This is an optimization exercise on Yosys and OpenROAD, whose aim is small area, a short achievable clock period and few clock cycles, not a production implementation.
RTL that was checked went through simulation tests only; none was proved equivalent to the original.
The RTL of runs 1, 2 and 4 was laid out without a check of its function.
Power is estimated from default activity; no workload was simulated.

**flow/flow/run.sh**
```bash
#!/bin/bash
# The standard layout (standard.sh, unchanged steps and settings), with
# the port buffers made from sky130_fd_sc_hd__buf_2 instead of the delay
# cells buffer_ports picks by default. Every port still gets its buffer.
set -euo pipefail
sed -E 's/^(make .*) "\$\{@:-finish\}"$/\1 "BUFFER_PORTS_ARGS=-buffer_cell sky130_fd_sc_hd__buf_2" "${@:-finish}"/' standard.sh > standard_ports.sh
grep -q 'BUFFER_PORTS_ARGS' standard_ports.sh
bash standard_ports.sh > standard.log 2>&1
```
**flow/standard.sh**
```bash
#!/bin/bash
# synth_recipe.tcl (not shown) runs the flow's synth.tcl, then flattens the netlist and writes it again
# the make line also repeats each setting of config.mk as NAME=value (left out here)
make -C /OpenROAD-flow-scripts/flow DESIGN_CONFIG=/design/flow/config.mk WORK_HOME=/design/flow/orfs CLKGATE_MAP_FILE= SYNTH_SCRIPT=/design/flow/synth_recipe.tcl "${@:-finish}"
```
**flow/config.mk**
```make
export PLATFORM = sky130hd
export DESIGN_NAME = piu
export DESIGN_NICKNAME = piu
export VERILOG_FILES = /design/flow/design.v
export SDC_FILE = /design/flow/constraint.sdc
export NUM_CORES = 4
export LEC_CHECK = 0
export ABC_AREA = 1
export CAP_MARGIN = 20
export CORE_MARGIN = 2
export CORE_UTILIZATION = 40
export GPL_TIMING_DRIVEN = 1
export SETUP_SLACK_MARGIN = 5
export SLEW_MARGIN = 20
export TNS_END_PERCENT = 100
```
**flow/constraint.sdc**
```tcl
create_clock -name core_clock -period 10.0 [get_ports {clk}]
set_input_delay 2.0000 -clock core_clock [delete_from_list [all_inputs] [get_ports {clk}]]
set_output_delay 2.0000 -clock core_clock [all_outputs]
set_load 0.01 [all_outputs]
```
**flow/design.v**
```verilog
module piu_div (
    input  wire [17:0] dq_i,
    input  wire [5:0]  rem_i,
    input  wire [6:0]  d,        
    input  wire [7:0]  d3,       
    output reg  [17:0] dq_o,
    output reg  [5:0]  rem_o
);
    reg [7:0] t;
    reg [8:0] s1, s2, s3;
    integer k;
    always @(*) begin
        dq_o  = dq_i;
        rem_o = rem_i;
        for (k = 0; k < 2; k = k + 1) begin
            t  = {rem_o, dq_o[17:16]};
            s1 = {1'b0, t} - {2'b0, d};
            s2 = {1'b0, t} - {1'b0, d, 1'b0};
            s3 = {1'b0, t} - {1'b0, d3};
            if (!s3[8]) begin
                rem_o = s3[5:0]; dq_o = {dq_o[15:0], 2'd3};
            end else if (!s2[8]) begin
                rem_o = s2[5:0]; dq_o = {dq_o[15:0], 2'd2};
            end else if (!s1[8]) begin
                rem_o = s1[5:0]; dq_o = {dq_o[15:0], 2'd1};
            end else begin
                rem_o = t[5:0];  dq_o = {dq_o[15:0], 2'd0};
            end
        end
    end
endmodule
module piu (
    input  wire        clk,
    input  wire        rst,
    input  wire        req_valid,
    input  wire        req_write,
    input  wire [2:0]  req_addr,
    input  wire [31:0] req_wdata,
    output wire        req_ready,
    output reg         rsp_valid,
    output reg  [31:0] rsp_data,
    output wire        mem_en,
    output wire [10:0] mem_addr,
    input  wire [63:0] mem_rdata
);
    localparam A_PLEN = 3'd0, A_DLEN = 3'd1, A_WIDTH = 3'd2, A_IDX = 3'd3,
               A_RESULT = 3'd4, A_STATUS = 3'd5, A_CTRL = 3'd6, A_CMD = 3'd7;
    localparam S_IDLE = 0,    
               S_DIV  = 1,    
               S_PRD  = 2,    
               S_SMUL = 3,    
               S_SACC = 4,    
               S_SRD  = 5,    
               S_HRD  = 6,    
               S_HSC  = 7,    
               S_HPRD = 8,    
               S_DATA = 9,    
               S_DAT2 = 10,   
               S_FIN  = 11;   
    localparam NS = 12;
    reg [31:0] plen;
    reg [11:0] dlen;
    reg [5:0]  width;
    reg [31:0] idx;
    reg [31:0] result;
    reg [6:0]  st;
    reg        genfull;
    reg [5:0]  wb;
    reg [NS-1:0] s;
    reg        rdy;
    reg        chk;         
    reg        hm;          
    reg        hml;         
    reg        xw;          
    reg        p2;          
    reg [2:0]  ps;          
    reg [17:0] dq;          
    reg [5:0]  rem;         
    reg [3:0]  dcnt;        
    reg [1:0]  chunk;       
    reg [10:0] ma;          
    reg [5:0]  sh;          
    reg [2:0]  top;         
    reg [6:0]  rsel;        
    reg        use_ma;      
    assign req_ready = rdy;
    always @(*) begin
        rsp_data = ({32{rsel[A_PLEN]}}   & plen) |
                   ({32{rsel[A_DLEN]}}   & {20'd0, dlen}) |
                   ({32{rsel[A_WIDTH]}}  & {26'd0, width}) |
                   ({32{rsel[A_IDX]}}    & idx) |
                   ({32{rsel[A_RESULT]}} & result) |
                   ({32{rsel[A_STATUS]}} & {25'd0, st}) |
                   ({32{rsel[A_CTRL]}}   & {31'd0, genfull});
    end
    function [5:0] bitlen;
        input [31:0] n;
        integer i;
        begin
            bitlen = 6'd0;
            for (i = 0; i < 32; i = i + 1)
                if (n[i]) bitlen = i[5:0] + 6'd1;
        end
    endfunction
    wire [5:0] wbio = wb;
    wire [5:0] wbs  = (wb < 6'd4) ? 6'd4 : wb;
    function [2:0] pshift;
        input [5:0] w;
        begin
            if (w == 6'd4) pshift = 3'd4;
            else if (w == 6'd8) pshift = 3'd3;
            else if (w >= 6'd13 && w <= 6'd16) pshift = 3'd2;
            else if (w >= 6'd22 && w <= 6'd32) pshift = 3'd1;
            else pshift = 3'd0;
        end
    endfunction
    wire        acc   = req_valid & rdy;
    wire        wr    = acc & req_write;
    wire        cmdw  = wr & (req_addr == A_CMD);
    wire [3:0]  op    = req_wdata[31:28];
    wire        fmt_c = (op == 4'h4) | (op == 4'h5) | (op == 4'h8) | (op == 4'h9);
    wire        hi_nz = |req_wdata[27:12];
    wire        lo_nz = |req_wdata[11:0];
    wire        ill   = (op == 4'hB) | (op == 4'hE) | (op == 4'hF) | hi_nz | (~fmt_c & lo_nz);
    wire        go    = cmdw & ~ill;
    wire [11:0] lin_bs  = req_wdata[11:0];
    wire [5:0]  lin_bio = {req_wdata[11:10], req_wdata[7:6], req_wdata[3:2]};
    wire        plen_z    = (plen == 32'd0);
    wire        dlen_z    = (dlen == 12'd0);
    wire        wpad_bad  = (width == 6'd0) | (width > 6'd32);
    wire        wspan_bad = (width > 6'd32);
    wire        idx_big   = |idx[31:17];
    wire        idx_hmbig = (|idx[31:14]) | (idx[13] & idx[12] & idx[11]);    
    wire        getok     = ~plen_z & ~dlen_z;
    wire [2:0]  ps_bs = pshift(wbs);
    wire [2:0]  ps_w  = pshift(width);
    function [6:0] fpwf;    
        input [5:0] w;
        begin
            case (w)
                6'd1:  fpwf = 7'd64;  6'd2:  fpwf = 7'd32;  6'd3:  fpwf = 7'd21;
                6'd4:  fpwf = 7'd16;  6'd5:  fpwf = 7'd12;  6'd6:  fpwf = 7'd10;
                6'd7:  fpwf = 7'd9;   6'd8:  fpwf = 7'd8;   6'd9:  fpwf = 7'd7;
                6'd10: fpwf = 7'd6;   6'd11: fpwf = 7'd5;   6'd12: fpwf = 7'd5;
                6'd13, 6'd14, 6'd15, 6'd16: fpwf = 7'd4;
                6'd17, 6'd18, 6'd19, 6'd20, 6'd21: fpwf = 7'd3;
                default: fpwf = 7'd2;
            endcase
        end
    endfunction
    wire [6:0] fpw = fpwf(width);
    wire       sk_bs = ({3'd0, lin_bs[11:8]} < fpwf(wbs));
    wire       sk_w  = ({3'd0, idx[11:8]} < fpw);
    wire [17:0] dv_q;
    wire [5:0]  dv_r;
    reg  [7:0] fpw3;
    always @(*) begin
        case (width)
            6'd1:  fpw3 = 8'd192; 6'd2:  fpw3 = 8'd96;  6'd3:  fpw3 = 8'd63;
            6'd4:  fpw3 = 8'd48;  6'd5:  fpw3 = 8'd36;  6'd6:  fpw3 = 8'd30;
            6'd7:  fpw3 = 8'd27;  6'd8:  fpw3 = 8'd24;  6'd9:  fpw3 = 8'd21;
            6'd10: fpw3 = 8'd18;  6'd11: fpw3 = 8'd15;  6'd12: fpw3 = 8'd15;
            6'd13, 6'd14, 6'd15, 6'd16: fpw3 = 8'd12;
            6'd17, 6'd18, 6'd19, 6'd20, 6'd21: fpw3 = 8'd9;
            default: fpw3 = 8'd6;
        endcase
    end
    piu_div u_div (.dq_i(dq), .rem_i(rem), .d(fpw), .d3(fpw3), .dq_o(dv_q), .rem_o(dv_r));
    reg [17:0] d7_q;
    reg [2:0]  d7_r;
    reg [3:0]  t7;
    integer k;
    always @(*) begin
        d7_q = dq;
        d7_r = rem[2:0];
        for (k = 0; k < 7; k = k + 1) begin
            t7   = {d7_r, d7_q[17]};
            d7_q = {d7_q[16:0], (t7 >= 4'd7)};
            d7_r = (t7 >= 4'd7) ? t7[2:0] + 3'd1 : t7[2:0];    
        end
    end
    wire [11:0] prod = width * rem;
    wire [11:0] tmp  = {top[0], ma};
    wire [17:0] acc_sum = dq + (chunk == 2'd1 ? {6'd0, tmp} : {tmp, 6'd0});
    wire [6:0]  send   = {1'b0, sh} + {1'b0, width};
    wire        scross = send > 7'd64;
    wire [11:0] dlm1   = dlen - 12'd1;
    wire [12:0] dlw    = {1'b0, dlen} - {1'b0, dq[11:0]};
    wire        povf   = (|dq[17:12]) | dlw[12] | (dlw[11:0] == 12'd0);
    wire        strunc = povf | (scross & (dlw == 13'd1));
    wire [10:0] q7     = dq[10:0];
    wire [2:0]  r7     = rem[2:0];
    wire        hm_out = (q7 > ma) | ((q7 == ma) & (r7 >= top));
    wire [14:0] hm_l   = {ma, top} - {4'd0, ma};
    reg  [2:0] wtop;
    integer j;
    always @(*) begin
        wtop = 3'd0;
        for (j = 0; j < 7; j = j + 1)
            if (mem_rdata[9*j +: 9] != 9'd0) wtop = j[2:0] + 3'd1;
    end
    wire [63:0] r5 = sh[5] ? {mem_rdata[31:0], mem_rdata[63:32]} : mem_rdata;
    wire [63:0] r4 = sh[4] ? {r5[15:0], r5[63:16]} : r5;
    wire [63:0] r3 = sh[3] ? {r4[7:0],  r4[63:8]}  : r4;
    wire [63:0] r2 = sh[2] ? {r3[3:0],  r3[63:4]}  : r3;
    wire [63:0] r1 = sh[1] ? {r2[1:0],  r2[63:2]}  : r2;
    wire [31:0] rot = sh[0] ? {r1[0], r1[31:1]} : r1[31:0];
    wire [5:0]  fw = hm ? 6'd9 : width;
    wire [4:0]  nsh = ~sh[4:0];
    reg  [31:0] fmask, lomask;
    integer b;
    always @(*) begin
        for (b = 0; b < 32; b = b + 1) begin
            fmask[b]  = fw[5] | (b < fw[4:0]);
            lomask[b] = ~sh[5] | (b <= nsh);         
        end
    end
    wire [31:0] emask = fmask & (s[S_DAT2] ? ~lomask : lomask);
    wire [31:0] ext   = (rot & emask) | (result & {32{s[S_DAT2]}});
    wire [9:0]  hmv = {1'b0, result[8:0]} - 10'd65;
    assign mem_en   = s[S_PRD] | s[S_SRD] | s[S_HRD] | s[S_HPRD] | (s[S_DATA] & xw);
    assign mem_addr = use_ma ? ma : dq[10:0];
    wire smul_done = (chunk == 2'd0) & (idx[16:6] == 11'd0);
    wire sacc_done = (chunk == 2'd2) | (idx[16:12] == 5'd0);
    wire hsc_done  = (wtop != 3'd0) | (ma == 11'd0);
    reg [NS-1:0] ns;
    always @(*) begin
        ns = s;
        if (s[S_DIV] & (dcnt == 4'd1)) ns = 1 << S_PRD;
        if (s[S_PRD])  ns = povf ? (1 << S_IDLE) : (1 << S_DATA);
        if (s[S_SMUL]) ns = smul_done ? (1 << S_SRD) : (chunk == 2'd0) ? (1 << S_SMUL) : (1 << S_SACC);
        if (s[S_SACC]) ns = sacc_done ? (1 << S_SRD) : (1 << S_SMUL);
        if (s[S_SRD])  ns = strunc ? (1 << S_IDLE) : (1 << S_DATA);
        if (s[S_HRD])  ns = 1 << S_HSC;
        if (s[S_HSC])  ns = hsc_done ? (hml ? (1 << S_FIN) : (1 << S_HPRD)) : (1 << S_HRD);
        if (s[S_HPRD]) ns = hm_out ? (1 << S_IDLE) : (1 << S_DATA);
        if (s[S_DATA]) ns = xw ? (1 << S_DAT2) : ((chk | hm) ? (1 << S_FIN) : (1 << S_IDLE));
        if (s[S_DAT2]) ns = chk ? (1 << S_FIN) : (1 << S_IDLE);
        if (s[S_FIN])  ns = 1 << S_IDLE;
        if (go) begin
            case (op)
            4'h6: ns = (wpad_bad | idx_big) ? (1 << S_IDLE) : (ps_w != 3'd0) ? (1 << S_PRD) : (1 << S_DIV);
            4'h7: ns = (wspan_bad | (idx_big & (width != 6'd0))) ? (1 << S_IDLE) : (1 << S_SMUL);
            4'h8: ns = ~getok ? (1 << S_IDLE) : (ps_bs != 3'd0) ? (1 << S_PRD) : (1 << S_DIV);
            4'h9: ns = ~getok ? (1 << S_IDLE) : (1 << S_SMUL);
            4'hA: ns = 1 << S_FIN;
            4'hC: ns = (~genfull | dlen_z | idx_hmbig) ? (1 << S_IDLE) : (1 << S_HRD);
            4'hD: ns = ~genfull ? (1 << S_IDLE) : dlen_z ? (1 << S_FIN) : (1 << S_HRD);
            default: ;
            endcase
        end
    end
    wire rdy_n = (ns[S_IDLE] | ns[S_FIN] |
                  (ns[S_DATA] & ~chk & ~hm & ~(s[S_SRD] & scross)) |
                  (ns[S_DAT2] & ~chk)) & ~(wr & (req_addr == A_PLEN));
    wire op_clr = go & (op == 4'h1);
    always @(posedge clk) begin
        wb <= bitlen(plen - 32'd1);
        if (rst) begin
            plen    <= 32'd0;
            dlen    <= 12'd0;
            width   <= 6'd0;
            idx     <= 32'd0;
            genfull <= 1'b0;
            result  <= 32'd0;
            st      <= 7'd0;
        end else begin
            if (op_clr) begin
                plen    <= 32'd0;
                dlen    <= 12'd0;
                genfull <= 1'b0;
            end else if (wr) begin
                if (req_addr == A_PLEN) plen <= req_wdata;
                if (req_addr == A_DLEN) dlen <= ((|req_wdata[31:12]) | (req_wdata[11] & (|req_wdata[10:0]))) ? 12'd2048 : req_wdata[11:0];
                if (req_addr == A_CTRL) genfull <= req_wdata[0];
            end
            if (op_clr) width <= 6'd0;
            else if (wr & (req_addr == A_WIDTH)) width <= (|req_wdata[31:6]) ? 6'd63 : req_wdata[5:0];
            else if (go & (((op == 4'h8) & getok) | ((op == 4'h2) & ~plen_z))) width <= wbs;
            else if (go & (((op == 4'h9) & getok) | ((op == 4'h3) & ~plen_z))) width <= wbio;
            if (op_clr) idx <= 32'd0;
            else if (wr & (req_addr == A_IDX)) idx <= req_wdata;
            else if (go & (((op == 4'h8) & getok) | (op == 4'h4))) idx <= {20'd0, lin_bs};
            else if (go & (((op == 4'h9) & getok) | (op == 4'h5))) idx <= {26'd0, lin_bio};
            if (op_clr | (go & ((op == 4'h8) | (op == 4'h9)) & ~plen_z & dlen_z)) result <= 32'd0;
            else if (s[S_DATA] | s[S_DAT2]) result <= ext;
            else if (s[S_FIN] & hml) result <= {17'd0, hm_l};
            else if (s[S_FIN] & hm) result <= {{22{hmv[9]}}, hmv};
            if (s[S_PRD] & povf) st <= 7'h04;
            else if (s[S_SRD] & strunc) st <= 7'h04;
            else if (s[S_HPRD] & hm_out) st <= 7'h06;
            else if (s[S_DATA]) st <= {xw, 2'b01, 4'd0};
            else if (s[S_FIN] & hml) st <= 7'h10;
            else if (s[S_FIN] & chk) st <= (result >= plen) ? 7'h05 : {st[6:4], 4'd0};
            if (cmdw) begin
                if (ill) st <= 7'h01;
                else case (op)
                    4'h1, 4'h4, 4'h5: st <= 7'h00;
                    4'h2, 4'h3: st <= plen_z ? 7'h02 : 7'h00;
                    4'h6: if (wpad_bad) st <= 7'h03; else if (idx_big) st <= 7'h04;
                    4'h7: if (wspan_bad) st <= 7'h03; else if (idx_big & (width != 6'd0)) st <= 7'h04;
                    4'h8, 4'h9: if (plen_z) st <= 7'h02; else if (dlen_z) st <= 7'h30;
                    4'hC: if (~genfull) st <= 7'h20; else if (dlen_z | idx_hmbig) st <= 7'h06;
                    4'hD: if (~genfull) st <= 7'h20; else if (dlen_z) st <= 7'h10;
                    default: ;
                endcase
            end
        end
    end
    always @(posedge clk) begin
        if (rst) begin
            s         <= 1 << S_IDLE;
            rdy       <= 1'b1;
            use_ma    <= 1'b0;
            rsp_valid <= 1'b0;
        end else begin
            s         <= ns;
            rdy       <= rdy_n;
            use_ma    <= ns[S_HRD] | ns[S_DATA];
            rsp_valid <= acc & ~req_write;
        end
    end
    always @(posedge clk) begin
        if (acc) begin
            rsel[0] <= (req_addr == 3'd0); rsel[1] <= (req_addr == 3'd1);
            rsel[2] <= (req_addr == 3'd2); rsel[3] <= (req_addr == 3'd3);
            rsel[4] <= (req_addr == 3'd4); rsel[5] <= (req_addr == 3'd5);
            rsel[6] <= (req_addr == 3'd6);
        end
        if (cmdw) begin
            chk   <= (op == 4'h8) | (op == 4'h9) | (op == 4'hA);
            hm    <= (op == 4'hC);
            hml   <= (op == 4'hD);
            xw    <= 1'b0;
            chunk <= 2'd0;
            ps    <= (op == 4'h8) ? ps_bs : ps_w;
            p2    <= (op == 4'h8) ? (ps_bs != 3'd0) : (ps_w != 3'd0);
            top   <= 3'd0;
            ma    <= dlen_z ? 11'd0 : dlm1[10:0];
            if (op == 4'h8) begin
                if (ps_bs != 3'd0) begin
                    dq  <= {6'd0, lin_bs >> ps_bs};
                    rem <= {2'd0, lin_bs[3:0] & ~(4'hF << ps_bs)};
                end else if (sk_bs) begin
                    dq  <= {lin_bs[7:0], 10'd0};
                    rem <= {2'd0, lin_bs[11:8]};
                end else begin
                    dq  <= {lin_bs, 6'd0};
                    rem <= 6'd0;
                end
                dcnt <= sk_bs ? 4'd2 : 4'd3;
            end else if (op == 4'h9) begin
                rem  <= lin_bio;
            end else if (op == 4'hC) begin
                dq   <= {idx[13:0], 4'd0};
                rem  <= 6'd0;
                dcnt <= 4'd2;
            end else if (op == 4'h7) begin
                rem  <= idx[5:0];
            end else if (ps_w != 3'd0) begin
                dq   <= {1'b0, idx[16:0] >> ps_w};
                rem  <= {2'd0, idx[3:0] & ~(4'hF << ps_w)};
            end else if (idx[16:12] == 5'd0) begin
                if (sk_w) begin
                    dq  <= {idx[7:0], 10'd0};
                    rem <= {2'd0, idx[11:8]};
                end else begin
                    dq  <= {idx[11:0], 6'd0};
                    rem <= 6'd0;
                end
                dcnt <= sk_w ? 4'd2 : 4'd3;
            end else begin
                dq   <= {idx[15:0], 2'd0};
                rem  <= {5'd0, idx[16]};
                dcnt <= 4'd4;
            end
        end else begin
            if (s[S_DIV]) begin
                dq   <= dv_q;
                rem  <= dv_r;
                dcnt <= dcnt - 4'd1;
            end
            if ((s[S_HRD] | s[S_HSC]) & (dcnt != 4'd0)) begin
                dq   <= d7_q;
                rem  <= {3'd0, d7_r};
                dcnt <= dcnt - 4'd1;
            end
            if (s[S_PRD]) sh <= prod[5:0];
            if (s[S_HPRD]) sh <= {r7, 3'd0} + {3'd0, r7};
            if (s[S_SMUL]) begin
                if (chunk == 2'd0) begin
                    sh    <= prod[5:0];
                    dq    <= {12'd0, prod[11:6]};
                    chunk <= 2'd1;
                    rem   <= idx[11:6];
                end else begin
                    {top[0], ma} <= prod;
                    rem          <= {1'b0, idx[16:12]};
                end
            end
            if (s[S_SACC]) begin
                dq    <= acc_sum;
                chunk <= 2'd2;
            end
            if (s[S_SRD]) begin
                xw <= scross;
                ma <= dq[10:0] + 11'd1;
            end
            if (s[S_HSC]) begin
                top <= wtop;
                if (~hsc_done) ma <= ma - 11'd1;
            end
        end
    end
endmodule
```
==> results of run 1 <==
## kinds of logic (layout without fill, tap and decap cells)
group | Yosys count | count (layout) | share of synthesized area (%)
buffers and inverters | 713 | 807 | 10.72
AND/OR/NAND/NOR | 1679 | 1679 | 28.27
adder cells (fa/ha/maj) | 213 | 213 | 11.33
XOR/XNOR | 99 | 99 | 3.426
AO/OA/AOI/OAI | 1155 | 1155 | 26.60
flip-flops | 217 | 217 | 18.90
multiplexers | 19 | 19 | 0.7514
## how the worst max path moves through the flow
stage                              to  startpoint  slack (ns)  depth (start not counted)
after floorplan                rem[0]    width[5]        5.02                         33
after global placement         rem[0]    width[5]        3.81                         32
after detailed placement       rem[0]    width[5]        3.57                         32
after CTS                      rem[0]      dq[17]        4.96                         32
after global routing           rem[1]      dq[17]        4.86                         41
final                     rsp_data[1]     rsel[4]        5.07                          5
## sequential cells by signal, summed over array words and instances, names as in the netlist, 4 cells and up, named ones only
signal / cells
ma: 11
s: 12
rsel: 7
idx: 32
sh: 6
dcnt: 4
dq: 18
width: 6
rem: 6
st: 7
wb: 6
plen: 32
dlen: 12
result: 32
## worst min-delay path, stage by stage, from the launching register on
cell and delay [ns]:
sky130_fd_sc_hd__dfxtp_1 0.31, sky130_fd_sc_hd__nand2_1 0.06, sky130_fd_sc_hd__nor4_1 0.04
## power by group
part,internal (uW),total [uW],switching [uW]
Combinational,752,2280,1530
Clock,596,1010,410
Sequential,958,1070,114
## cell usage in the layout, fill, tap and decap left out, drive strengths merged, types with 54 or more instances in the layout
cell type    n
dfxtp      173
xor2        79
inv        529
o22ai       56
a31oi       54
buf        216
ha         186
nand3      203
o21ai      466
nand2      887
nor3        58
o211ai      60
nor2       421
a21oi      335
## through the flow
stage	area [um^2]	setup slack, ns	total power (uW)	hold WS, ns
after CTS	27810	4.958	4152	0.4540
after global routing	28350	4.858	4639	0.4806
after detailed placement	26680	3.574	3114	0.4465
after floorplan	25310	5.022	2510	0.4263
final	28350	5.067	4359	0.4560
after global placement	26680	3.813	3116	0.4462
## final cells by class
| cell class | instances | area (um^2) | area share, % |
|---|---|---|---|
| inverters | 543 | 2059 | 7.264 |
| well taps | 846 | 1059 | 3.733 |
| clock inverters | 5 | 57.56 | 0.2030 |
| flip-flops and latches | 217 | 4795 | 16.91 |
| multi-input cells | 3165 | 18270 | 64.44 |
| repair buffers | 216 | 1275 | 4.497 |
| clock buffers | 43 | 838.3 | 2.957 |
## repair_timing
action                                 4_1_cts  5_1_grt
pin swaps                                    4       29
gates resized for setup                     29       97
buffers inserted                            19       19
setup endpoints to repair                   18       77
gates cloned                                 0        0
hold buffers                                 0        0
endpoints found under the hold margin        0        0
## per-layer routing
| metal | vias up | GRT usage [%] |
|---|---|---|
| met1 | 13900 | 44.62 |
| met4 | 2 | 14.60 |
| met5 | - | 0 |
| met2 | 1543 | 50.20 |
| met3 | 324 | 5.041 |
| li1 | 14130 | - |
## synthesized netlist by cell type, types with 33 or more instances
cell type,n,share of area [%]
sky130_fd_sc_hd__a21oi_1,335,6.6
sky130_fd_sc_hd__a31oi_1,54,1.3
sky130_fd_sc_hd__clkbuf_1,141,2.1
sky130_fd_sc_hd__dfxtp_1,173,14
sky130_fd_sc_hd__edfxtp_1,44,5.2
sky130_fd_sc_hd__ha_1,186,9.2
sky130_fd_sc_hd__inv_1,518,7.7
sky130_fd_sc_hd__nand2_1,869,13
sky130_fd_sc_hd__nand3_1,197,3.9
sky130_fd_sc_hd__nand4_1,44,1.1
sky130_fd_sc_hd__nor2_1,410,6.1
sky130_fd_sc_hd__nor3_1,51,1.0
sky130_fd_sc_hd__o2111ai_1,36,1.2
sky130_fd_sc_hd__o211ai_1,58,1.7
sky130_fd_sc_hd__o21ai_0,453,9.0
sky130_fd_sc_hd__o221ai_1,33,1.1
sky130_fd_sc_hd__o22ai_1,56,1.4
sky130_fd_sc_hd__xor2_1,79,2.7
==> results.tsv, run 1 <==
stage	metric	value	unit
finish	nets	4485	
synth	post-synthesis instance total	4095	
floorplan	DIE WIDTH	255.5	um
sta	total negative slack for setup checks	0	ns
critical_path	Crit Path Class	reg -> out	
floorplan	Die Ht	255.5	um
placed_design	count of buffers from port buffering	148	
route	first-iteration detailed-routing DRC count	3612	
critical_path	combined buffer and inverter count along the critical path	2	
route	total number of vias	29890	
critical_path	largest incremental delay on the critical path	0.79	ns
route	detailed-route vias per instance	5.937	
synth	number of different library cells in the post-synthesis netlist	73	
finish	share of layout cells above drive strength 1	9.811	%
synth	Primary FF master, synth	sky130_fd_sc_hd__dfxtp_1	
route	Top Layer Used	met5	
synth	flops & latches, synth	217	
floorplan	Row Count	92	
synth	number of synthesis warnings	2	
finish	diodes inserted	0	
synth	average instance area after synthesis	6.181	um^2
critical_path	destination of the worst register-to-register timing path	rem[2]	
global_route	vias in the first global route	27290	
sta	Worst-Margin Slew	1.152	ns
critical_path	list of cells traversed by the critical path	inv_1 > o21ai_0 > a221oi_1 > o221ai_1 > buf_2	
critical_path	CP arrival	2.93	ns
sta	Final Max Slew Viols	0	
synth	count of flip-flops with a built-in enable after synthesis	44	
sta	relative slew slack	22.52	%
global_route	initial antenna violation count	1	
finish	number of fillers in the final layout	6936	
cts	# clock sinks	217	
floorplan	number of primary I/O pins	149	
run	max-cap violation count	0	
cts	Max Buffers Root-to-Sink	3	
floorplan	die area	65300	um^2
critical_path	cell family contributing the most delay on the critical path	compound AO/OA/AOI/OAI gates	
synth	total standard cell area after synthesis	25310	um^2
sta	RSZ-0062 raised after global routing	yes	
sta	Final Hold Violating Endpoints	0	
synth	sequential fraction of the synthesis area	18.90	%
placed_design	Final Wtd Congestion	1.024	
route	WL met1	47820	um
placed_design	post-detail-place hpwl	87080	um
synth	net count after synthesis	4411	
sta	Setup Viol. Count Final	0	
critical_path	Reg2Reg Setup Slack	5.11	ns
min_path	HP Class	reg -> reg	
critical_path	highest net fanout along the worst path	26	
route	Detail Route met2 WL	47500	um
pwr	ratio of total power to cell area	153.7	nW/um^2
sta	Fmax	0.2027	GHz
global_route	aggregate global-route resource usage	32.51	%
min_path	worst hold stages	2	
finish	post-route non-filler standard cell count	5035	
route	final routed wire length divided by cell count	22.13	um
cts	CTS H-tree depth	1	
cts	root buffer cell	sky130_fd_sc_hd__clkbuf_16	
global_route	pin count of the biggest net entering global routing	77	
synth	proportion of register bits with asynchronous set or reset after synthesis	0	%
min_path	Worst Hold Endpoint	st[3]	
floorplan	Core Footprint	62850	um^2
sta	post-route fraction of the period consumed by the critical path	49.33	%
route	drt drc	0	
cts	Num CTS Buffers	26	
critical_path	RR Startpoint	width[5]	
critical_path	Critical Path Start Type	flip-flop	
route	met3 routed wirelength	10130	um
global_route	gr ovfl total	0	
pwr	peak supply drop	0.1210	mV
critical_path	Crit path required time	8.00	ns
finish	final core occ	45.11	%
route	total routed wirelength	111400	um
cts	TritonCTS clock tree	done	
sta	Fin Clk Skew	0.01155	ns
route	antenna-violating nets left	0	
critical_path	endpoint class of the critical path	primary output	
cts	clock latency at the later pin of the worst-skew pair	0.57	ns
finish	layout-stage area growth over the synthesis result	12.02	%
cts	clock-pin transition on the worst setup and hold timing paths	0.06	ns
outcome	run status	no timing/DRC/antenna violations	
global_route	first-pass GRT wire length	166200	um
critical_path	count of cells along the worst register-to-register path	15	
sta	shortest period the worst path allows	4.933	ns
placed_design	instance count after placement with tap cells included	4949	
min_path	hold_sp	st[3]	
route	number of detailed-routing iterations run before antenna repair	6	
floorplan	starting density of the core	40.27	%
critical_path	Critical Path Slowest Stage Cell	sky130_fd_sc_hd__edfxtp_1	
pwr	static power due to leakage	0.01278	uW
==> run 2: changes to the inputs <==
--- a/flow/design.v
+++ b/flow/design.v
@@ -84,5 +84,11 @@
     reg [6:0]  rsel;        
     reg        use_ma;      
-    assign req_ready = rdy;
+    reg        rdp;
+    assign req_ready = rdy | (rdp & req_valid & ~req_write);
+    wire        chk_ge = (result >= plen);
+    wire [6:0]  st_fin = chk_ge ? 7'h05 : {st[6:4], 4'd0};
+    wire [31:0] hmv_x;
+    wire [6:0]  st_v  = (s[S_FIN] & chk) ? st_fin : st;
+    wire [31:0] res_v = (s[S_FIN] & hm) ? hmv_x : result;
     always @(*) begin
         rsp_data = ({32{rsel[A_PLEN]}}   & plen) |
@@ -90,6 +96,6 @@
                    ({32{rsel[A_WIDTH]}}  & {26'd0, width}) |
                    ({32{rsel[A_IDX]}}    & idx) |
-                   ({32{rsel[A_RESULT]}} & result) |
-                   ({32{rsel[A_STATUS]}} & {25'd0, st}) |
+                   ({32{rsel[A_RESULT]}} & res_v) |
+                   ({32{rsel[A_STATUS]}} & {25'd0, st_v}) |
                    ({32{rsel[A_CTRL]}}   & {31'd0, genfull});
     end
@@ -115,5 +121,5 @@
         end
     endfunction
-    wire        acc   = req_valid & rdy;
+    wire        acc   = req_valid & req_ready;
     wire        wr    = acc & req_write;
     wire        cmdw  = wr & (req_addr == A_CMD);
@@ -125,4 +131,21 @@
     wire        go    = cmdw & ~ill;
     wire [11:0] lin_bs  = req_wdata[11:0];
+    wire [6:0]  bw1 = {1'b0, wb};
+    wire [6:0]  bw3 = {1'b0, wb} + {wb, 1'b0};
+    function [6:0] dmul;
+        input [1:0] dg;
+        input [6:0] m1, m3;
+        begin
+            case (dg)
+                2'd0: dmul = 7'd0;
+                2'd1: dmul = m1;
+                2'd2: dmul = {m1[5:0], 1'b0};
+                default: dmul = m3;
+            endcase
+        end
+    endfunction
+    wire [10:0] bio_pos = {dmul(req_wdata[11:10], bw1, bw3), 4'd0} +
+                          {2'd0, dmul(req_wdata[7:6], bw1, bw3), 2'd0} +
+                          {4'd0, dmul(req_wdata[3:2], bw1, bw3)};
     wire [5:0]  lin_bio = {req_wdata[11:10], req_wdata[7:6], req_wdata[3:2]};
     wire        plen_z    = (plen == 32'd0);
@@ -219,4 +242,5 @@
     wire [31:0] ext   = (rot & emask) | (result & {32{s[S_DAT2]}});
     wire [9:0]  hmv = {1'b0, result[8:0]} - 10'd65;
+    assign hmv_x = {{22{hmv[9]}}, hmv};
     assign mem_en   = s[S_PRD] | s[S_SRD] | s[S_HRD] | s[S_HPRD] | (s[S_DATA] & xw);
     assign mem_addr = use_ma ? ma : dq[10:0];
@@ -243,5 +267,5 @@
             4'h7: ns = (wspan_bad | (idx_big & (width != 6'd0))) ? (1 << S_IDLE) : (1 << S_SMUL);
             4'h8: ns = ~getok ? (1 << S_IDLE) : (ps_bs != 3'd0) ? (1 << S_PRD) : (1 << S_DIV);
-            4'h9: ns = ~getok ? (1 << S_IDLE) : (1 << S_SMUL);
+            4'h9: ns = ~getok ? (1 << S_IDLE) : (1 << S_SRD);
             4'hA: ns = 1 << S_FIN;
             4'hC: ns = (~genfull | dlen_z | idx_hmbig) ? (1 << S_IDLE) : (1 << S_HRD);
@@ -286,5 +310,5 @@
             else if (s[S_DATA] | s[S_DAT2]) result <= ext;
             else if (s[S_FIN] & hml) result <= {17'd0, hm_l};
-            else if (s[S_FIN] & hm) result <= {{22{hmv[9]}}, hmv};
+            else if (s[S_FIN] & hm) result <= hmv_x;
             if (s[S_PRD] & povf) st <= 7'h04;
             else if (s[S_SRD] & strunc) st <= 7'h04;
@@ -292,5 +316,5 @@
             else if (s[S_DATA]) st <= {xw, 2'b01, 4'd0};
             else if (s[S_FIN] & hml) st <= 7'h10;
-            else if (s[S_FIN] & chk) st <= (result >= plen) ? 7'h05 : {st[6:4], 4'd0};
+            else if (s[S_FIN] & chk) st <= st_fin;
             if (cmdw) begin
                 if (ill) st <= 7'h01;
@@ -312,4 +336,5 @@
             s         <= 1 << S_IDLE;
             rdy       <= 1'b1;
+            rdp       <= 1'b0;
             use_ma    <= 1'b0;
             rsp_valid <= 1'b0;
@@ -317,4 +342,5 @@
             s         <= ns;
             rdy       <= rdy_n;
+            rdp       <= (ns[S_DATA] & (chk | hm) & ~(s[S_SRD] & scross)) | (ns[S_DAT2] & chk);
             use_ma    <= ns[S_HRD] | ns[S_DATA];
             rsp_valid <= acc & ~req_write;
@@ -351,5 +377,6 @@
                 dcnt <= sk_bs ? 4'd2 : 4'd3;
             end else if (op == 4'h9) begin
-                rem  <= lin_bio;
+                dq   <= {13'd0, bio_pos[10:6]};
+                sh   <= bio_pos[5:0];
             end else if (op == 4'hC) begin
                 dq   <= {idx[13:0], 4'd0};
==> run 2 against run 1 <==
Critical path depth increased by 17; cell count increased by 5.6%; via count increased by 5.0%; still clean on timing, DRC and antenna; die area increased by 5.4%; critical path type unchanged.
==> results.tsv, run 2 <==
stage	metric	value	unit	change
synth	total standard cell area after synthesis	26710	um^2	was 25310 um^2
finish	area used by multi-input combinational logic	19670	um^2	was 18270 um^2
global_route	first-pass GRT wire length	177100	um	was 166200 um
cts	CTS H-tree depth	1		unchanged
sta	Fmax	0.1908	GHz	was 0.2027 GHz
synth	sequential fraction of the synthesis area	17.99	%	was 18.90%
placed_design	Final Wtd Congestion	1.111		was 1.024
min_path	HP Class	reg -> reg		unchanged
synth	cell type contributing the most total cell area after synthesis	sky130_fd_sc_hd__nand2_1		was sky130_fd_sc_hd__dfxtp_1
global_route	pin count of the biggest net entering global routing	89		was 77
finish	number of fillers in the final layout	7070		was 6936
pwr	peak supply drop	0.1238	mV	was 0.1210 mV
cts	root buffer cell	sky130_fd_sc_hd__clkbuf_16		unchanged
synth	number of synthesis warnings	2		unchanged
synth	area fraction of the dominant cell type after synthesis	14.57	%	was 13.68%
synth	proportion of register bits with asynchronous set or reset after synthesis	0	%	unchanged
sta	total negative slack for setup checks	0	ns	unchanged
synth	flops & latches, synth	218		was 217
critical_path	endpoint class of the critical path	primary output		unchanged
placed_design	post-detail-place hpwl	93110	um	was 87080 um
cts	hold bufs inserted after CTS	0		unchanged
synth	post-synthesis instance total	4300		was 4095
sta	shortest period the worst path allows	5.241	ns	was 4.933 ns
sta	Final Max Slew Viols	0		unchanged
sta	Worst-Margin Slew	1.058	ns	was 1.152 ns
critical_path	list of cells traversed by the critical path	inv_4 > ha_4 > inv_2 > nand2_2 > a21oi_2 > o21ai_1 > a21oi_1 > nor2_1 > nor2_1 > nor2_1 > a211oi_2 > o21ai_1 > nand2_1 > nand2_2 > a21boi_2 > o21ai_2 > nand2_2 > buf_6 > nand2_4 > nand2_1 > o211ai_1 > buf_2		was inv_1 > o21ai_0 > a221oi_1 > o221ai_1 > buf_2
sta	Final Hold Violating Endpoints	0		unchanged
sta	relative slew slack	29.14	%	was 22.52%
finish	final core occ	46.34	%	was 45.11%
finish	total area of sequential cells	4840	um^2	was 4795 um^2
cts	Max Buffers Root-to-Sink	3		unchanged
cts	clock-pin transition on the worst setup and hold timing paths	0.06	ns	about the same
critical_path	Critical Path Start Type	flip-flop		unchanged
critical_path	destination of the worst register-to-register timing path	st[4]		was rem[2]
sta	RSZ-0062 raised after global routing	yes		unchanged
finish	final design instance area without fill	30570	um^2	was 28350 um^2
run	max-cap violation count	0		unchanged
synth	top post-synthesis cells by count	1037 x sky130_fd_sc_hd__nand2_1, 517 x sky130_fd_sc_hd__inv_1, 426 x sky130_fd_sc_hd__nor2_1		was 869 x sky130_fd_sc_hd__nand2_1, 518 x sky130_fd_sc_hd__inv_1, 453 x sky130_fd_sc_hd__o21ai_0
synth	number of different library cells in the post-synthesis netlist	78		was 73
finish	nets	4775		was 4485
floorplan	starting density of the core	40.48	%	was 40.27%
floorplan	Row Count	94		was 92
floorplan	Die Ht	262.4	um	was 255.5 um
route	total routed wirelength	120200	um	was 111400 um
global_route	aggregate global-route resource usage	33.08	%	was 32.51%
sta	post-route fraction of the period consumed by the critical path	52.41	%	was 49.33%
floorplan	DIE WIDTH	262.4	um	was 255.5 um
global_route	vias in the first global route	28320		was 27290
critical_path	highest net fanout along the worst path	4		was 26
critical_path	Worst Setup SP	result[0]		was rsel[4]
sta	worst-case hold slack	0.4650	ns	was 0.4560 ns
route	final routed wire length divided by cell count	22.59	um	was 22.13 um
critical_path	CP arrival	3.24	ns	was 2.93 ns
critical_path	destination of the critical timing path	rsp_data[2]		was rsp_data[1]
finish	largest registers	idx (32), plen (32), result (32)		unchanged
cts	# clock sinks	218		was 217
floorplan	die area	68850	um^2	was 65300 um^2
floorplan	Core Footprint	65980	um^2	was 62850 um^2
sta	Fin Clk Skew	0.01151	ns	was 0.01155 ns
outcome	run status	no timing/DRC/antenna violations		unchanged
synth	average instance area after synthesis	6.211	um^2	was 6.181 um^2
placed_design	placement-stage cell area	28080	um^2	was 26680 um^2
synth	ranking of synthesized cells by area	sky130_fd_sc_hd__nand2_1 15%, sky130_fd_sc_hd__dfxtp_1 13%, sky130_fd_sc_hd__ha_1 9.7%, sky130_fd_sc_hd__inv_1 7.3%, sky130_fd_sc_hd__o21ai_0 6.5%		was sky130_fd_sc_hd__dfxtp_1 14%, sky130_fd_sc_hd__nand2_1 13%, sky130_fd_sc_hd__ha_1 9.2%, sky130_fd_sc_hd__o21ai_0 9.0%, sky130_fd_sc_hd__inv_1 7.7%
pwr	static power due to leakage	0.01400	uW	was 0.01278 uW
finish	most used cells in the layout excluding fill and tap cells	1018 x sky130_fd_sc_hd__nand2_1, 498 x sky130_fd_sc_hd__inv_1, 418 x sky130_fd_sc_hd__nor2_1, 335 x sky130_fd_sc_hd__o21ai_0, 316 x sky130_fd_sc_hd__a21oi_1		was 856 x sky130_fd_sc_hd__nand2_1, 506 x sky130_fd_sc_hd__inv_1, 440 x sky130_fd_sc_hd__o21ai_0, 404 x sky130_fd_sc_hd__nor2_1, 330 x sky130_fd_sc_hd__a21oi_1
synth	net count after synthesis	4642		was 4411
critical_path	Reg2Reg Setup Slack	4.80	ns	was 5.11 ns
synth	Primary FF master, synth	sky130_fd_sc_hd__dfxtp_1		unchanged
cts	Num CTS Buffers	27		was 26
cts	TritonCTS clock tree	done		unchanged
global_route	gr ovfl total	0		unchanged
synth	count of flip-flops with a built-in enable after synthesis	44		unchanged
floorplan	number of primary I/O pins	149		unchanged
route	drt drc	0		unchanged
route	antenna-violating nets left	0		unchanged
sta	Setup Viol. Count Final	0		unchanged
finish	most common library cell in the layout ignoring fill and taps	sky130_fd_sc_hd__nand2_1		unchanged
critical_path	count of cells along the worst register-to-register path	46		was 15
placed_design	count of buffers from port buffering	148		unchanged
route	number of detailed-routing iterations run before antenna repair	6		unchanged
finish	layout-stage area growth over the synthesis result	14.48	%	was 12.02%
critical_path	largest incremental delay on the critical path	0.37	ns	was 0.79 ns
synth	cell with the most instances after synthesis	sky130_fd_sc_hd__nand2_1		unchanged
critical_path	Critical Path Slowest Stage Cell	sky130_fd_sc_hd__dfxtp_4		was sky130_fd_sc_hd__edfxtp_1
critical_path	Crit path required time	8.00	ns	about the same
cts	clock latency at the later pin of the worst-skew pair	0.56	ns	was 0.57 ns
critical_path	Crit Path Class	reg -> out		unchanged
route	detailed-route vias per instance	5.901		was 5.937
finish	share of layout cells above drive strength 1	12.73	%	was 9.811%
route	first-iteration detailed-routing DRC count	3768		was 3612
critical_path	RR Startpoint	result[0]		was width[5]
pwr	ratio of total power to cell area	179.0	nW/um^2	was 153.7 nW/um^2
global_route	initial antenna violation count	6		was 1
route	total number of vias	31390		was 29890
run 2: cell count changes in the layout (fill, tap and decap cells not counted), sizes merged, moves of 11 or more:
cell / before / now
buf: 216 / 278
ha: 186 / 207
inv: 529 / 554
nand2: 887 / 1058
nand3: 203 / 179
nor2: 421 / 440
o211ai: 60 / 91
o21ai: 466 / 375
o221ai: 33 / 44
xor2: 79 / 101
run 2: worst min path at each step:
stage | start | to | slack (ns) | depth (start not counted)
after global placement | idx[17] | idx[17] | 0.45 | 2
after global routing | idx[17] | idx[17] | 0.48 | 2
final | idx[19] | idx[19] | 0.46 | 2
after detailed placement | idx[19] | idx[19] | 0.45 | 2
after floorplan | idx[17] | idx[17] | 0.44 | 2
after CTS | idx[19] | idx[19] | 0.46 | 2
run 2: kinds of logic (layout without fill, tap and decap cells):
group                      after synthesis  in the layout  synth area share, %
muxes                                   27             27                1.012
AOI/OAI and AO/OA                     1115           1115                25.19
adders and majority gates              239            239                12.10
other                                    0              2                    0
and+or+nand+nor                       1838           1838                29.07
buffers and inverters                  743            896                10.65
xor gates and xnor gates               120            120                3.992
DFF                                    218            218                17.99
run 2: final cells by class:
type	instances	share of cell area (%)
Antenna cell	2	0.01637
Clock buffer	34	2.492
Clock inverter	15	0.4870
Inverter	566	7.072
Multi-Input combinational cell	3339	64.33
Sequential cell	218	15.83
Tap cell	864	3.536
Timing Repair Buffer	281	6.237
run 2: power breakdown:
part	leakage (uW)	switching, uW	total, uW	internal (uW)
Combinational	0.0117	2230	3340	1110
Sequential	0.00187	133	1100	969
Clock	0.000456	433	1030	594
Total	0.0140	2800	5470	2680
run 2: worst max-delay path, delay by kind of cell (launching register included):
kind	cells	cell delay, ns
fa+ha+maj	1	0.20
flops	1	0.37
simple gates	9	0.63
buf+inv	4	0.42
compound gates	8	1.06
run 2: layer usage:
metal | vias up | part of all wire, % | global-route usage (%)
li1 | 14870 | - | -
met1 | 14540 | 44 | 47.46
met2 | 1689 | 42 | 49.30
met3 | 289 | 9.8 | 4.741
met4 | 2 | 4.8 | 13.76
met5 | - | 0.010 | 0
run 2: repair_timing:
item / in CTS / in global routing
endpoints found under the setup margin: 89 / 86
gates resized for setup: 106 / 108
pin swaps: 16 / 32
buffers inserted: 55 / 45
cloned: 0 / 1
run 2: metrics by stage:
stage	setup slack, ns	total power (uW)	instances
floorplan	5.005	3285	4300
global placement	3.965	4150	5167
detailed placement	3.818	4146	5167
CTS	4.782	5240	5271
global route	4.666	5850	5317
finish	4.759	5472	5319
==> run 3: changes to the inputs <==
--- a/flow/design.v
+++ b/flow/design.v
@@ -85,5 +85,5 @@
     reg        use_ma;      
     reg        rdp;
-    assign req_ready = rdy | (rdp & req_valid & ~req_write);
+    assign req_ready = rdy | (rdp & ~req_write);
     wire        chk_ge = (result >= plen);
     wire [6:0]  st_fin = chk_ge ? 7'h05 : {st[6:4], 4'd0};
@@ -131,21 +131,4 @@
     wire        go    = cmdw & ~ill;
     wire [11:0] lin_bs  = req_wdata[11:0];
-    wire [6:0]  bw1 = {1'b0, wb};
-    wire [6:0]  bw3 = {1'b0, wb} + {wb, 1'b0};
-    function [6:0] dmul;
-        input [1:0] dg;
-        input [6:0] m1, m3;
-        begin
-            case (dg)
-                2'd0: dmul = 7'd0;
-                2'd1: dmul = m1;
-                2'd2: dmul = {m1[5:0], 1'b0};
-                default: dmul = m3;
-            endcase
-        end
-    endfunction
-    wire [10:0] bio_pos = {dmul(req_wdata[11:10], bw1, bw3), 4'd0} +
-                          {2'd0, dmul(req_wdata[7:6], bw1, bw3), 2'd0} +
-                          {4'd0, dmul(req_wdata[3:2], bw1, bw3)};
     wire [5:0]  lin_bio = {req_wdata[11:10], req_wdata[7:6], req_wdata[3:2]};
     wire        plen_z    = (plen == 32'd0);
@@ -158,21 +141,16 @@
     wire [2:0]  ps_bs = pshift(wbs);
     wire [2:0]  ps_w  = pshift(width);
-    function [6:0] fpwf;    
-        input [5:0] w;
-        begin
-            case (w)
-                6'd1:  fpwf = 7'd64;  6'd2:  fpwf = 7'd32;  6'd3:  fpwf = 7'd21;
-                6'd4:  fpwf = 7'd16;  6'd5:  fpwf = 7'd12;  6'd6:  fpwf = 7'd10;
-                6'd7:  fpwf = 7'd9;   6'd8:  fpwf = 7'd8;   6'd9:  fpwf = 7'd7;
-                6'd10: fpwf = 7'd6;   6'd11: fpwf = 7'd5;   6'd12: fpwf = 7'd5;
-                6'd13, 6'd14, 6'd15, 6'd16: fpwf = 7'd4;
-                6'd17, 6'd18, 6'd19, 6'd20, 6'd21: fpwf = 7'd3;
-                default: fpwf = 7'd2;
-            endcase
-        end
-    endfunction
-    wire [6:0] fpw = fpwf(width);
-    wire       sk_bs = ({3'd0, lin_bs[11:8]} < fpwf(wbs));
-    wire       sk_w  = ({3'd0, idx[11:8]} < fpw);
+    reg  [6:0] fpw;
+    always @(*) begin
+        case (width)
+            6'd1:  fpw = 7'd64;  6'd2:  fpw = 7'd32;  6'd3:  fpw = 7'd21;
+            6'd4:  fpw = 7'd16;  6'd5:  fpw = 7'd12;  6'd6:  fpw = 7'd10;
+            6'd7:  fpw = 7'd9;   6'd8:  fpw = 7'd8;   6'd9:  fpw = 7'd7;
+            6'd10: fpw = 7'd6;   6'd11: fpw = 7'd5;   6'd12: fpw = 7'd5;
+            6'd13, 6'd14, 6'd15, 6'd16: fpw = 7'd4;
+            6'd17, 6'd18, 6'd19, 6'd20, 6'd21: fpw = 7'd3;
+            default: fpw = 7'd2;
+        endcase
+    end
     wire [17:0] dv_q;
     wire [5:0]  dv_r;
@@ -267,5 +245,5 @@
             4'h7: ns = (wspan_bad | (idx_big & (width != 6'd0))) ? (1 << S_IDLE) : (1 << S_SMUL);
             4'h8: ns = ~getok ? (1 << S_IDLE) : (ps_bs != 3'd0) ? (1 << S_PRD) : (1 << S_DIV);
-            4'h9: ns = ~getok ? (1 << S_IDLE) : (1 << S_SRD);
+            4'h9: ns = ~getok ? (1 << S_IDLE) : (1 << S_SMUL);
             4'hA: ns = 1 << S_FIN;
             4'hC: ns = (~genfull | dlen_z | idx_hmbig) ? (1 << S_IDLE) : (1 << S_HRD);
@@ -368,15 +346,11 @@
                     dq  <= {6'd0, lin_bs >> ps_bs};
                     rem <= {2'd0, lin_bs[3:0] & ~(4'hF << ps_bs)};
-                end else if (sk_bs) begin
-                    dq  <= {lin_bs[7:0], 10'd0};
-                    rem <= {2'd0, lin_bs[11:8]};
                 end else begin
                     dq  <= {lin_bs, 6'd0};
                     rem <= 6'd0;
                 end
-                dcnt <= sk_bs ? 4'd2 : 4'd3;
+                dcnt <= 4'd3;
             end else if (op == 4'h9) begin
-                dq   <= {13'd0, bio_pos[10:6]};
-                sh   <= bio_pos[5:0];
+                rem  <= lin_bio;
             end else if (op == 4'hC) begin
                 dq   <= {idx[13:0], 4'd0};
@@ -389,12 +363,7 @@
                 rem  <= {2'd0, idx[3:0] & ~(4'hF << ps_w)};
             end else if (idx[16:12] == 5'd0) begin
-                if (sk_w) begin
-                    dq  <= {idx[7:0], 10'd0};
-                    rem <= {2'd0, idx[11:8]};
-                end else begin
-                    dq  <= {idx[11:0], 6'd0};
-                    rem <= 6'd0;
-                end
-                dcnt <= sk_w ? 4'd2 : 4'd3;
+                dq   <= {idx[11:0], 6'd0};
+                rem  <= 6'd0;
+                dcnt <= 4'd3;
             end else begin
                 dq   <= {idx[15:0], 2'd0};
==> run 3 against run 2 <==
Design area down 7.0%; clock skew up 0.0033 ns; global-route usage down 0.31 points; critical endpoint is now rsp_data[11]; utilization down 0.17 points; synthesized cell count down 7.7%; clock power about the same.
==> results.tsv, run 3 <==
stage	metric	value	unit	change
floorplan	Row Count	91		was 94
synth	post-synthesis instance total	3971		was 4300
min_path	HP Class	reg -> reg		unchanged
sta	Worst-Margin Slew	0.9716	ns	was 1.058 ns
sta	Setup Viol. Count Final	0		unchanged
route	detailed-route vias per instance	5.889		was 5.901
finish	nets	4398		was 4775
cts	# clock sinks	218		unchanged
synth	sequential fraction of the synthesis area	19.35	%	was 17.99%
floorplan	number of primary I/O pins	149		unchanged
min_path	hold_sp	idx[30]		was idx[19]
route	total routed wirelength	109500	um	was 120200 um
route	WL met1	46840	um	was 52360 um
critical_path	Crit Path Class	reg -> out		unchanged
critical_path	highest net fanout along the worst path	24		was 4
cts	root buffer cell	sky130_fd_sc_hd__clkbuf_16		unchanged
cts	CTS H-tree depth	1		unchanged
floorplan	die area	64090	um^2	was 68850 um^2
synth	net count after synthesis	4277		was 4642
cts	TritonCTS clock tree	done		unchanged
global_route	initial antenna violation count	3		was 6
synth	number of different library cells in the post-synthesis netlist	78		unchanged
floorplan	DIE WIDTH	253.2	um	was 262.4 um
finish	share of layout cells above drive strength 1	12.96	%	was 12.73%
run	max-cap violation count	0		unchanged
sta	shortest period the worst path allows	4.911	ns	was 5.241 ns
pwr	static power due to leakage	0.01270	uW	was 0.01400 uW
pwr	peak supply drop	0.1328	mV	was 0.1238 mV
sta	Final Hold Violating Endpoints	0		unchanged
critical_path	Worst Setup SP	hm		was result[0]
global_route	vias in the first global route	26410		was 28320
synth	top post-synthesis cells by count	945 x sky130_fd_sc_hd__nand2_1, 454 x sky130_fd_sc_hd__inv_1, 395 x sky130_fd_sc_hd__o21ai_0		was 1037 x sky130_fd_sc_hd__nand2_1, 517 x sky130_fd_sc_hd__inv_1, 426 x sky130_fd_sc_hd__nor2_1
cts	clock latency at the later pin of the worst-skew pair	0.57	ns	was 0.56 ns
route	antenna-violating nets left	0		unchanged
sta	Fin Clk Skew	0.01478	ns	was 0.01151 ns
finish	largest registers	idx (32), plen (32), result (32)		unchanged
finish	layout-stage area growth over the synthesis result	14.51	%	was 14.48%
placed_design	post-detail-place hpwl	84850	um	was 93110 um
synth	flops & latches, synth	218		unchanged
synth	area fraction of the dominant cell type after synthesis	14.28	%	was 14.57%
route	met3 routed wirelength	11200	um	was 11810 um
synth	area share of and/or/nand/nor cells after synthesis	28.84	%	was 29.07%
critical_path	Critical Path Start Type	flip-flop		unchanged
sta	post-route fraction of the period consumed by the critical path	49.11	%	was 52.41%
critical_path	Crit path required time	8.00	ns	about the same
global_route	pin count of the biggest net entering global routing	82		was 89
synth	number of synthesis warnings	2		unchanged
sta	Final Max Slew Viols	0		unchanged
floorplan	Core Footprint	61600	um^2	was 65980 um^2
synth	cell with the most instances after synthesis	sky130_fd_sc_hd__nand2_1		unchanged
route	number of detailed-routing iterations run before antenna repair	6		unchanged
synth	combinational family with the most area after synthesis	simple AND/OR/NAND/NOR gates		unchanged
global_route	first-pass GRT wire length	161000	um	was 177100 um
route	total number of vias	29160		was 31390
route	Top Layer Used	met4		was met5
synth	Primary FF master, synth	sky130_fd_sc_hd__dfxtp_1		unchanged
cts	hold bufs inserted after CTS	0		unchanged
synth	portion of netlist area occupied by mux cells	1.008	%	was 1.012%
cts	Max Buffers Root-to-Sink	3		unchanged
route	final routed wire length divided by cell count	22.11	um	was 22.59 um
sta	RSZ-0062 raised after global routing	yes		unchanged
global_route	aggregate global-route resource usage	32.77	%	was 33.08%
finish	final core occ	46.17	%	was 46.34%
sta	Fmax	0.2036	GHz	was 0.1908 GHz
outcome	run status	no timing/DRC/antenna violations		unchanged
cts	clock-pin transition on the worst setup and hold timing paths	0.06	ns	about the same
floorplan	Die Ht	253.2	um	was 262.4 um
critical_path	CP arrival	2.91	ns	was 3.24 ns
global_route	gr ovfl total	0		unchanged
sta	total negative slack for setup checks	0	ns	unchanged
placed_design	count of buffers from port buffering	148		unchanged
sta	relative slew slack	35.23	%	was 29.14%
synth	cell type contributing the most total cell area after synthesis	sky130_fd_sc_hd__nand2_1		unchanged
route	Detail Route met2 WL	46230	um	was 50210 um
finish	most common library cell in the layout ignoring fill and taps	sky130_fd_sc_hd__nand2_1		unchanged
pwr	ratio of total power to cell area	151.5	nW/um^2	was 179.0 nW/um^2
route	first-iteration detailed-routing DRC count	3618		was 3768
synth	average instance area after synthesis	6.254	um^2	was 6.211 um^2
synth	fraction of the mapped netlist area in compound gates	26.03	%	was 25.19%
synth	count of flip-flops with a built-in enable after synthesis	44		unchanged
floorplan	starting density of the core	40.32	%	was 40.48%
finish	most used cells in the layout excluding fill and tap cells	929 x sky130_fd_sc_hd__nand2_1, 432 x sky130_fd_sc_hd__inv_1, 378 x sky130_fd_sc_hd__o21ai_0, 371 x sky130_fd_sc_hd__nor2_1, 290 x sky130_fd_sc_hd__a21oi_1		was 1018 x sky130_fd_sc_hd__nand2_1, 498 x sky130_fd_sc_hd__inv_1, 418 x sky130_fd_sc_hd__nor2_1, 335 x sky130_fd_sc_hd__o21ai_0, 316 x sky130_fd_sc_hd__a21oi_1
critical_path	endpoint class of the critical path	primary output		unchanged
synth	proportion of register bits with asynchronous set or reset after synthesis	0	%	unchanged
route	drt drc	0		unchanged
synth	share of synthesized cell area in full adder, half adder and majority cells	11.04	%	was 12.10%
critical_path	RR Startpoint	dq[17]		was result[0]
synth	total standard cell area after synthesis	24830	um^2	was 26710 um^2
synth	ranking of synthesized cells by area	sky130_fd_sc_hd__nand2_1 14%, sky130_fd_sc_hd__dfxtp_1 14%, sky130_fd_sc_hd__ha_1 8.9%, sky130_fd_sc_hd__o21ai_0 8.0%, sky130_fd_sc_hd__inv_1 6.9%		was sky130_fd_sc_hd__nand2_1 15%, sky130_fd_sc_hd__dfxtp_1 13%, sky130_fd_sc_hd__ha_1 9.7%, sky130_fd_sc_hd__inv_1 7.3%, sky130_fd_sc_hd__o21ai_0 6.5%
cts	Num CTS Buffers	27		unchanged
placed_design	Final Wtd Congestion	1.013		was 1.111
synth	area share of xor/xnor cells in the synthesized design	3.517	%	was 3.992%
run 3: changes by cell type after synthesis, sizes merged, moves of 12 or more:
| cell | delta |
|---|---|
| inv | -65 |
| nor2 | -53 |
| o211ai | -38 |
| ha | -31 |
| nand3 | -18 |
| o21ai | +45 |
| buf | -12 |
| a31oi | -13 |
| a21oi | -25 |
| o22ai | -23 |
| xor2 | -20 |
| nand2 | -91 |
run 3: final cells by class:
cell class              count  area, um^2
clock buffers              34       742.0
clock inverters            16       193.9
fillers                  6644       33160
flip-flops and latches    218        4846
inverters                 500        1904
multi-input cells        3090       18120
diodes                      1       2.502
well taps                 837        1047
repair buffers            255        1579
run 3: path summary, 6_finish.rpt:
kind | endpoint | slack, ns | depth (start not counted)
max | rsp_data[11] | 5.09 | 6
min | idx[30] | 0.48 | 2
max reg2reg | rem[0] | 5.21 | 44
min reg2reg | idx[30] | 0.48 | 2
run 3: cells by family after synthesis:
group,count (synthesis)
simple gates,1680
buf+inv,663
mux,25
fa+ha+maj,203
compound gates,1084
flops,218
xor+xnor,98
run 3: through the flow:
stage | worst slack [ns] | instances | instance area, um^2 | hold slack, ns | total power [uW]
2_1_floorplan | 5.019 | 3971 | 24830 | 0.4393 | 2436
3_3_place_gp | 4.012 | 4829 | 26250 | 0.4610 | 3017
3_5_place_dp | 3.829 | 4829 | 26250 | 0.4747 | 3015
4_1_cts | 4.979 | 4913 | 27740 | 0.4854 | 4134
5_1_grt | 4.868 | 4950 | 28430 | 0.4978 | 4572
6_report | 5.089 | 4951 | 28440 | 0.4841 | 4308
run 3: what timing repair did:
item / 4_1_cts / 5_1_grt
pin swaps: 25 / 46
buffers inserted: 34 / 37
endpoints found under the setup margin: 48 / 33
gates resized for setup: 91 / 102
run 3: critical path, cell delays in order, from the launching register on:
cell,delay [ns]
sky130_fd_sc_hd__edfxtp_1,0.63
sky130_fd_sc_hd__nand2_8,0.27
sky130_fd_sc_hd__clkinv_1,0.24
sky130_fd_sc_hd__o31ai_1,0.20
sky130_fd_sc_hd__o21ai_0,0.42
sky130_fd_sc_hd__o2111ai_1,0.38
sky130_fd_sc_hd__buf_2,0.19
run 3: layer usage:
layer	GRT usage, %	vias to the layer above
li1	-	13800
met1	45.85	13440
met2	49.80	1612
met3	5.479	306
met4	13.20	0
met5	0	-
run 3: power breakdown:
part           internal, uW  total, uW  switching (uW)
sequential              963       1080             114
combinational           736       2180            1440
clock                   629       1060             427
Testbench counts of run 3, summed over its fixed seeds: cycles 14,160.
==> run 4: changes to the inputs <==
--- a/flow/design.v
+++ b/flow/design.v
@@ -85,6 +85,32 @@
     reg        use_ma;      
     reg        rdp;
-    assign req_ready = rdy | (rdp & ~req_write);
-    wire        chk_ge = (result >= plen);
+    assign req_ready = rdy | (rdp & req_valid & ~req_write);
+    reg  [31:0] cg, ce;
+    reg  [15:0] cg1, ce1;
+    reg  [7:0]  cg2, ce2;
+    reg  [3:0]  cg3, ce3;
+    reg  [1:0]  cg4, ce4;
+    integer c;
+    always @(*) begin
+        cg = result & ~plen;
+        ce = ~(result ^ plen);
+        for (c = 0; c < 16; c = c + 1) begin
+            cg1[c] = cg[2*c+1] | (ce[2*c+1] & cg[2*c]);
+            ce1[c] = ce[2*c+1] & ce[2*c];
+        end
+        for (c = 0; c < 8; c = c + 1) begin
+            cg2[c] = cg1[2*c+1] | (ce1[2*c+1] & cg1[2*c]);
+            ce2[c] = ce1[2*c+1] & ce1[2*c];
+        end
+        for (c = 0; c < 4; c = c + 1) begin
+            cg3[c] = cg2[2*c+1] | (ce2[2*c+1] & cg2[2*c]);
+            ce3[c] = ce2[2*c+1] & ce2[2*c];
+        end
+        for (c = 0; c < 2; c = c + 1) begin
+            cg4[c] = cg3[2*c+1] | (ce3[2*c+1] & cg3[2*c]);
+            ce4[c] = ce3[2*c+1] & ce3[2*c];
+        end
+    end
+    wire        chk_ge = cg4[1] | (ce4[1] & (cg4[0] | ce4[0]));
     wire [6:0]  st_fin = chk_ge ? 7'h05 : {st[6:4], 4'd0};
     wire [31:0] hmv_x;
==> run 4 against run 3 <==
Still clean on timing, DRC and antenna; register-to-register slack got worse by 0.02 ns; setup slack got worse by 0.058 ns; maximum frequency fell by 1.2%; sequential cell count did not move; critical endpoint is now rsp_data[0].
==> results.tsv, run 4 <==
stage	metric	value	unit	change
synth	total standard cell area after synthesis	25080	um^2	was 24830 um^2
global_route	gr ovfl total	0		unchanged
synth	post-synthesis instance total	4032		was 3971
min_path	HP Class	reg -> reg		unchanged
route	first-iteration detailed-routing DRC count	3780		was 3618
finish	largest registers	idx (32), plen (32), result (32)		unchanged
placed_design	placement-stage cell area	26440	um^2	was 26250 um^2
synth	number of synthesis warnings	2		unchanged
route	total number of vias	29350		was 29160
critical_path	Crit path required time	8.00	ns	about the same
synth	cell type contributing the most total cell area after synthesis	sky130_fd_sc_hd__nand2_1		unchanged
synth	top post-synthesis cells by count	1038 x sky130_fd_sc_hd__nand2_1, 445 x sky130_fd_sc_hd__inv_1, 397 x sky130_fd_sc_hd__nor2_1		was 945 x sky130_fd_sc_hd__nand2_1, 454 x sky130_fd_sc_hd__inv_1, 395 x sky130_fd_sc_hd__o21ai_0
sta	Worst-Margin Slew	1.199	ns	was 0.9716 ns
synth	flops & latches, synth	218		unchanged
sta	relative slew slack	19.74	%	was 35.23%
finish	area used by multi-input combinational logic	18270	um^2	was 18120 um^2
pwr	proportion of power drawn by flip-flops and latches	25.8	%	was 25.0%
sta	worst-case hold slack	0.4623	ns	was 0.4841 ns
synth	count of flip-flops with a built-in enable after synthesis	44		unchanged
route	detailed-route vias per instance	5.852		was 5.889
pwr	portion of total power attributed to the clock network	24.4	%	was 24.5%
finish	most common library cell in the layout ignoring fill and taps	sky130_fd_sc_hd__nand2_1		unchanged
cts	# clock sinks	218		unchanged
critical_path	Crit Path Class	reg -> out		unchanged
synth	sequential fraction of the synthesis area	19.16	%	was 19.35%
sta	Fin Clk Skew	0.01525	ns	was 0.01478 ns
sta	total negative slack for setup checks	0	ns	unchanged
synth	number of different library cells in the post-synthesis netlist	80		was 78
sta	Final Max Slew Viols	0		unchanged
global_route	pin count of the biggest net entering global routing	86		was 82
global_route	first-pass GRT wire length	164000	um	was 161000 um
route	total routed wirelength	110500	um	was 109500 um
route	antenna-violating nets left	0		unchanged
outcome	run status	no timing/DRC/antenna violations		unchanged
synth	Primary FF master, synth	sky130_fd_sc_hd__dfxtp_1		unchanged
finish	share of layout cells above drive strength 1	12.57	%	was 12.96%
synth	cell with the most instances after synthesis	sky130_fd_sc_hd__nand2_1		unchanged
synth	ranking of synthesized cells by area	sky130_fd_sc_hd__nand2_1 16%, sky130_fd_sc_hd__dfxtp_1 14%, sky130_fd_sc_hd__ha_1 8.8%, sky130_fd_sc_hd__o21ai_0 6.7%, sky130_fd_sc_hd__inv_1 6.7%		was sky130_fd_sc_hd__nand2_1 14%, sky130_fd_sc_hd__dfxtp_1 14%, sky130_fd_sc_hd__ha_1 8.9%, sky130_fd_sc_hd__o21ai_0 8.0%, sky130_fd_sc_hd__inv_1 6.9%
cts	root buffer cell	sky130_fd_sc_hd__clkbuf_16		unchanged
placed_design	count of buffers from port buffering	148		unchanged
sta	Setup Viol. Count Final	0		unchanged
cts	Num CTS Buffers	27		unchanged
critical_path	CP arrival	2.97	ns	was 2.91 ns
pwr	static power due to leakage	0.01294	uW	was 0.01270 uW
synth	area fraction of the dominant cell type after synthesis	15.54	%	was 14.28%
floorplan	Core Footprint	61830	um^2	was 61600 um^2
cts	clock latency at the later pin of the worst-skew pair	0.57	ns	about the same
placed_design	post-detail-place hpwl	85870	um	was 84850 um
sta	RSZ-0062 raised after global routing	yes		unchanged
-- run 4: cell count changes after synthesis, moves of 9 or more --
cell,delta
sky130_fd_sc_hd__nand3_1,+22
sky130_fd_sc_hd__nand2_1,+93
sky130_fd_sc_hd__buf_1,+9
sky130_fd_sc_hd__nor2_1,+18
sky130_fd_sc_hd__o21ai_0,-59
sky130_fd_sc_hd__o31ai_1,-9
sky130_fd_sc_hd__clkbuf_1,-15
sky130_fd_sc_hd__inv_1,-9
sky130_fd_sc_hd__a21oi_1,-20
-- run 4: per-stage QoR --
stage	std cells	util, %	total power [uW]
after detailed placement	4881	42.76	2958
final	5015	46.33	4169
after CTS	4964	45.11	4032
after global placement	4881	42.76	2959
after floorplan	4032	-	2405
after global routing	5013	46.33	4425
-- run 4: metal layers --
layer  vias to the layer above  routed length, um  GRT usage (%)
met1                     13520              47600          46.38
met5                         -                 13              0
met2                      1596              46900          50.42
met4                         2               5179          13.46
met3                       289              10790          5.042
li1                      13940                  -              -
-- run 4: logic make-up after synthesis --
| group | after synthesis | synth area share, % |
|---|---|---|
| adders and majority gates | 203 | 10.94 |
| DFF | 218 | 19.16 |
| muxes | 32 | 1.277 |
| buffers and inverters | 665 | 10.30 |
| xor gates and xnor gates | 93 | 3.308 |
| and+or+nand+nor | 1814 | 30.83 |
| AOI/OAI and AO/OA | 1007 | 24.20 |
-- run 4: final timing paths --
check	slack (ns)	end	depth (start not counted)	from
hold / removal	0.46	idx[31]	2	idx[31]
setup / recovery	5.03	rsp_data[0]	17	plen[3]
setup reg to reg	5.19	rem[4]	30	width[5]
hold reg to reg	0.46	idx[31]	2	idx[31]
-- run 4: worst max-delay path, stage by stage (launching register included) --
cell and delay, ns:
sky130_fd_sc_hd__dfxtp_4 0.37, sky130_fd_sc_hd__inv_1 0.10, sky130_fd_sc_hd__ha_1 0.32, sky130_fd_sc_hd__a21oi_1 0.13
sky130_fd_sc_hd__nand2_1 0.07, sky130_fd_sc_hd__nand3_1 0.06, sky130_fd_sc_hd__nand2_1 0.07, sky130_fd_sc_hd__nand3_1 0.07
sky130_fd_sc_hd__nand2_1 0.06, sky130_fd_sc_hd__a21oi_2 0.14, sky130_fd_sc_hd__o21ai_2 0.08, sky130_fd_sc_hd__a31oi_4 0.21
sky130_fd_sc_hd__nor2_2 0.07, sky130_fd_sc_hd__inv_2 0.14, sky130_fd_sc_hd__nand2_2 0.08, sky130_fd_sc_hd__nand2_2 0.08
sky130_fd_sc_hd__o2111ai_4 0.15, sky130_fd_sc_hd__buf_6 0.18
-- run 4: area by class of cell --
cell class	count	area share [%]
Timing Repair Buffer	265	5.862
Multi-Input combinational cell	3149	63.76
Tap cell	837	3.656
Clock inverter	13	0.5853
Clock buffer	34	2.520
Timing Repair inverter	2	0.03494
Sequential cell	218	16.87
Antenna cell	2	0.01747
Inverter	495	6.696
-- run 4: power by group through the flow --
| stage | clock (uW) | sequential, uW | combinational [uW] |
|---|---|---|---|
| 6_report | 1020 | 1070 | 2080 |
| 3_5_place_dp | 0 | 1090 | 1870 |
| 4_1_cts | 1030 | 1060 | 1940 |
| 3_3_place_gp | 0 | 1090 | 1870 |
| 5_1_grt | 1060 | 1070 | 2290 |
| 2_1_floorplan | 0 | 1030 | 1380 |
-- run 4: what timing repair did --
action,4_1_cts,5_1_grt
endpoints found under the setup margin,74,86
setup buffers,36,47
gates cloned,0,2
pin swaps,22,48
gates resized for setup,76,84

Setup slack of run 4, layout unchanged: 5.031 ns with ideal ports, 4.976 ns with driving cells assumed (clock clkbuf_16, inputs buf_2), 4.532 ns with port delays also shifted by the 0.617 ns mid clock arrival.
